What follows belongs to an exercise in optimizing a design on an open flow for small area, a short achievable clock period and few clock cycles; a production flow would make more cautious choices.
In this exercise RTL edits were held to simulation tests only and were not proved equivalent to the original.
Power and IR drop assume default switching activity.

===== run.sh =====
#!/bin/bash
# synth_recipe.tcl (not shown) runs the flow's synth.tcl, then flattens the netlist and writes it again
# the make line also repeats each setting of config.mk as NAME=value (left out here)
make -C /OpenROAD-flow-scripts/flow DESIGN_CONFIG=/design/flow/config.mk WORK_HOME=/design/flow/orfs CLKGATE_MAP_FILE= SYNTH_SCRIPT=/design/flow/synth_recipe.tcl finish

===== config.mk =====
export PLATFORM = sky130hd
export DESIGN_NAME = kbpe_rx
export DESIGN_NICKNAME = kbpe_rx
export VERILOG_FILES = /design/flow/design.v
export SDC_FILE = /design/flow/constraint.sdc
export NUM_CORES = 4
export LEC_CHECK = 0
export CAP_MARGIN = 20
export CORE_MARGIN = 2
export CORE_UTILIZATION = 40
export SLEW_MARGIN = 20

===== constraint.sdc =====
create_clock -name core_clock -period 10.0 [get_ports {clk}]
set_input_delay 2.0000 -clock core_clock [delete_from_list [all_inputs] [get_ports {clk}]]
set_output_delay 2.0000 -clock core_clock [all_outputs]
set_load 0.01 [all_outputs]

===== design.v =====
module kbpe_rx #(
    parameter [10:0] RX_TIMEOUT = 11'd1024,   
    parameter [8:0]  MIN_FRAME_LEN = 9'd10
) (
    input             clk,
    input             rst,           
    input      [15:0] my_addr,
    input             in_valid,
    input      [7:0]  in_data,
    output            in_ready,
    output            frm_valid,
    output     [15:0] frm_src,
    output     [15:0] frm_dst,
    output     [7:0]  frm_type,
    output     [7:0]  frm_seq,
    output     [7:0]  frm_len,
    input      [7:0]  pl_addr,
    output reg [7:0]  pl_data,
    input             frm_done,
    output reg        ev_valid,
    output reg [2:0]  ev_code,
    output reg [7:0]  last_seq
);
    localparam [2:0] EV_DELIVERED = 3'd0,
                     EV_OTHER     = 3'd1,
                     EV_TOO_SHORT = 3'd2,
                     EV_BAD_SUM   = 3'd3,
                     EV_ABORT     = 3'd4;
    localparam [1:0] S_IDLE = 2'd0,
                     S_READ = 2'd1,
                     S_HOLD = 2'd2;
    reg [1:0]  state;
    reg [7:0]  rxbuf [0:257];
    reg [8:0]  count;           
    reg [15:0] acc;             
    reg [7:0]  ck_lo;           
    reg [10:0] tmr;             
    wire       take = in_valid && in_ready;
    wire [7:0] len  = rxbuf[0];
    wire [8:0] total = {1'b0, len} + 9'd3;
    assign in_ready  = (state != S_HOLD);
    assign frm_valid = (state == S_HOLD);
    assign frm_src   = {rxbuf[2], rxbuf[1]};
    assign frm_dst   = {rxbuf[4], rxbuf[3]};
    assign frm_type  = rxbuf[5];
    assign frm_seq   = rxbuf[6];
    assign frm_len   = len - 8'd6;
    wire last_byte = (state == S_READ) && take && (count + 9'd1 == total);
    wire [15:0] cksum     = {in_data, ck_lo};
    wire        too_short = (total < MIN_FRAME_LEN);
    wire        sum_ok    = ((acc + cksum) == 16'hFFFF);
    wire [15:0] dst       = {rxbuf[4], rxbuf[3]};
    wire        addr_match = (dst == my_addr) || (dst == 16'hFFFF) ||
                             (dst == {my_addr[15:8], 8'hFF});
    wire [8:0]  rd_idx = {1'b0, pl_addr} + 9'd7;
    always @(posedge clk) begin
        if (rst) begin
            state    <= S_IDLE;
            count    <= 9'd0;
            acc      <= 16'd0;
            ck_lo    <= 8'd0;
            tmr      <= 11'd0;
            ev_valid <= 1'b0;
            ev_code  <= 3'd0;
            last_seq <= 8'd0;
        end else begin
            ev_valid <= 1'b0;
            case (state)
                S_IDLE: begin
                    if (take) begin
                        count <= 9'd1;
                        acc   <= {8'd0, in_data};
                        tmr   <= 11'd1;
                        state <= S_READ;
                    end
                end
                S_READ: begin
                    if (tmr < RX_TIMEOUT)
                        tmr <= tmr + 11'd1;
                    if (take) begin
                        count <= count + 9'd1;
                        if (count <= {1'b0, len})
                            acc <= acc + {8'd0, in_data};
                        if (count == {1'b0, len} + 9'd1)
                            ck_lo <= in_data;
                        if (last_byte) begin
                            state    <= S_IDLE;
                            count    <= 9'd0;
                            ev_valid <= 1'b1;
                            if (too_short) begin
                                ev_code <= EV_TOO_SHORT;
                            end else if (!sum_ok) begin
                                ev_code <= EV_BAD_SUM;
                            end else begin
                                if (!rxbuf[5][7])
                                    last_seq <= rxbuf[6];
                                if (addr_match) begin
                                    ev_code <= EV_DELIVERED;
                                    state   <= S_HOLD;
                                end else begin
                                    ev_code <= EV_OTHER;
                                end
                            end
                        end
                    end else if (!in_valid && tmr >= RX_TIMEOUT) begin
                        state    <= S_IDLE;
                        count    <= 9'd0;
                        ev_valid <= 1'b1;
                        ev_code  <= EV_ABORT;
                    end
                end
                S_HOLD: begin
                    if (frm_done)
                        state <= S_IDLE;
                end
                default: state <= S_IDLE;
            endcase
        end
    end
    always @(posedge clk) begin
        if (take && state == S_IDLE)
            rxbuf[0] <= in_data;
        else if (take && state == S_READ)
            rxbuf[count] <= in_data;
    end
    always @(posedge clk) begin
        if (rd_idx < 9'd258)
            pl_data <= rxbuf[rd_idx];
        else
            pl_data <= 8'd0;
    end
endmodule

==> flow_summary.ini <==
[timing]
final_hold_viol_count = 0
max_freq_ghz = 0.175
rsz0062_at_grt = no
fin_crit_ns = 5.72
finalMaxSlewViolations = 0
fin_crit_sh_pct = 57.2
fin_setup_tns_ns = 0
relSlewSlack_pct = 22.5
tightestPinTransition_ns = 1.16
finalClockSkew_ns = 0.0436
setup_viol = 0

[worst_setup_path]
required_ns = 10.78
critical-path-top-delay-family = compound AO/OA/AOI/OAI gates
critical-path-max-stage-delay_ns = 0.97
worst_ep_arrival_time_ns = 6.50
cp_num_cells = 12
start_kind = primary input
r2r_cells = 5
path_class = in -> reg
reg2reg_to = rxbuf[84][7]
critPathBufInv = 3
critPathCapture = pl_data[2]
cp-startpoint = pl_addr[1]
crit_chain = clkdlybuf4s50_1 -> inv_1 -> ha_4 -> buf_12 -> mux4_2 -> mux2_2 -> a21oi_1 -> a2111oi_0 -> a22oi_1 -> o211ai_1 -> nand2_1 -> nand4_1
slowest_stage = a2111oi_0
rrSetupSlack_ns = 5.22
cp-end-kind = register
worst-path-max-fanout = 97
r2r-start = state[0]

[clocking]
post_cts_resized = 0
cts_tree = built
clock_tree.buffer_depth = 3
path_clk_slew_ns = 0.06
worst_skew_pair.late_latency_ns = 0.86
root_buffer = clkbuf_16
cts_buffers = 210
ctsHoldBuffers = 0
post_cts_buffers = 0
cts.sinks = 2146
cts_htree_levels = 4

[die]
core_area_sq_um = 212000
die_h_um = 466
fp-row-count = 169
io_pins = 114
chipWidth_um = 466
initial_core_util_pct = 40.2
die_area_sq_um = 217000

[logic_synthesis]
synth.avg_cell_area_sq_um = 20.7
ys_types = 66
synth_warnings = 1
synthFlopType = edfxtp_1
netlist_area_sq_um = 85300
synth_edf_count = 2080
synth_cells = 4129
synth.net_count = 4205
yosysSeqAreaShare_pct = 74.8
async_flop_share_pct = 0
synth-seq-cells = 2146

[global_routing]
grt_use_total_pct = 20.1
grt_pass1_vias = 42400
grt_pass1_wl_um = 314000
antenna_found_initial = 7
overflow = 0
grt_max_degree = 177

[run_status]
status = complete, no violations

[drt]
met2WireLength_um = 105000
wl_per_cell_um = 30.1
drt-met1-wl_um = 92200
initialDrtViolationCount = 5106
wl_met3_um = 17100
drc = 0
highest_layer = met5
drt-pass1-iter-count = 6
via_per_inst = 5.80
routed_wl_um = 220000
ant_nets = 0
vias = 42400

[cells_and_area]
final_nets = 4377
fillers = 17700
drive_gt1_share_pct = 23.4
finish.instance_area_sq_um = 96500
register_area_sq_um = 63800
multi_input_area_sq_um = 20600
area_delta_synth_final_pct = 13.1

[power_and_ir_drop]
ir_drop_uv = 197
leakagePower_uw = 0.0297
power.total_uw = 18800
powerDensity_nw_per_um2 = 194

[flow_run]
cap_violations = 0

[worst_hold_path]
hp-class = reg -> reg

[placed_design]
io_buffers = 113
globalplace.congestion = 0.818
dpl_cell_area_sq_um = 89900
hpwl_um = 132000
synth_stat cells (5+ instances only):
cell	instances	area [sq um]
buf_4	15	113
and3_1	26	163
nand3_1	74	370
xnor2_1	31	272
a21o_1	15	113
a31oi_1	25	156
mux4_2	631	14200
nand2b_1	9	56.3
nor4_1	13	81.3
buf_2	64	320
a22oi_1	24	180
ha_1	38	475
o21a_1	8	60.1
a211oi_1	11	82.6
clkbuf_1	125	469
mux2i_1	15	150
edfxtp_1	2080	62500
a221o_1	6	60.1
a41o_1	7	70.1
dfxtp_1	66	1320
or2_2	5	31.3
nor2_1	329	1230
xor2_1	40	350
or3_1	8	50.1
o2111ai_1	7	61.3
o211ai_1	13	97.6
nor3_1	24	120
a21oi_1	53	265
buf_1	24	90.1
nand2_1	174	653
inv_1	28	105
and4_1	12	105
nand4_1	22	138
nor2b_1	15	93.8
o21ai_0	33	165
worst min-delay path, stage by stage, from the launching register on:
cell and delay, ns:
dfxtp_1 0.31, o21ai_0 0.07, a21oi_1 0.06
registers in the layout, indices dropped and copies added (netlist names):
name / flops
rxbuf: 2080
acc: 16
tmr: 11
count: 9
ck_lo: 8
last_seq: 8
pl_data: 8
ev_code: 3
state: 2
ev_valid: 1
per-layer routing:
metal	up-vias	track usage [%]
met4	4	5.59
li1	17500	-
met5	-	0
met2	1817	31.6
met1	22800	28.9
met3	308	3.80
metrics by stage:
step                setup slack, ns  cells  util (%)  hold slack [ns]
floorplan                      3.62   4129         -            0.458
global placement               3.40   6909      42.4            0.458
detailed placement             3.49   6910      42.4            0.467
CTS                            4.39   7301      45.5            0.480
global route                   4.29   7303      45.5            0.508
finish                         4.28   7306      45.5            0.478
layout by cell type, fill, tap and decap left out, drive strengths merged, types with 66 or more instances in the layout:
master / instances
clkbuf: 262
nor2: 329
buf: 85
mux4: 631
dfxtp: 66
nand2: 174
clkdlybuf4s50: 104
clkinv: 111
edfxtp: 2080
nand3: 74
final cells by class:
class | count | share of cell area [%]
inverter | 29 | 0.113
clock buffer | 262 | 5.69
antenna | 5 | 0.0130
timing repair buffer | 189 | 1.99
tap | 2821 | 3.66
multi-input combinational | 1725 | 21.3
sequential | 2146 | 66.1
clock inverter | 129 | 1.08
worst min-delay path by stage:
stage | slack, ns | from | cells past startpoint | end
final | 0.48 | last_seq[4] | 2 | last_seq[4]
after global routing | 0.51 | last_seq[4] | 2 | last_seq[4]
after CTS | 0.48 | last_seq[4] | 2 | last_seq[4]
after detailed placement | 0.47 | last_seq[4] | 2 | last_seq[4]
after global placement | 0.46 | last_seq[6] | 2 | last_seq[6]
after floorplan | 0.46 | tmr[0] | 1 | tmr[0]
power by group:
group / switching (uW) / total, uW / internal, uW
sequential: 32.8 / 9900 / 9870
combinational: 787 / 1300 / 513
clock: 3390 / 7550 / 4160
total: 4210 / 18800 / 14500
kinds of logic (layout without fill, tap and decap cells):
family	after synthesis	in the layout	synth area share [%]
flops	2146	2146	74.8
simple gates	729	729	3.80
mux	650	650	16.9
buf+inv	258	609	1.30
compound gates	233	233	1.84
xor+xnor	73	73	0.782
fa+ha+maj	40	40	0.604
other cells	0	5	0
Testbench counts, summed over its fixed seeds: cycles 19,706.

port drivers added, routing unchanged:
The flow's constraints put no driver on any port. The routed layout listed below was extracted and timed again, unchanged, in two steps.
Step 1: set_driving_cell puts a clkbuf_16 on clk and a buf_2 on each other input, an assumption about the parent block.
Step 2, shift: input delay + t, output delay - t, t = (earliest + latest rising clock arrival at the registers) / 2. This alone moves slack from input paths to output paths.
Three values: no drivers, after step 1, after step 2; two values: the first two.
t (ns): 0.931
setup WS [ns]: 4.282 / 4.331 / 3.400
slew at the worst register clock pin (ns): 0.07 / 0.07
worst data-port slew with drivers (ns): 0.17
pins driven straight from the clock port: 1
After both steps setup and hold are still met in this run. The setup slack of this run moves by +0.049 ns with the drivers and by -0.882 ns with both steps.
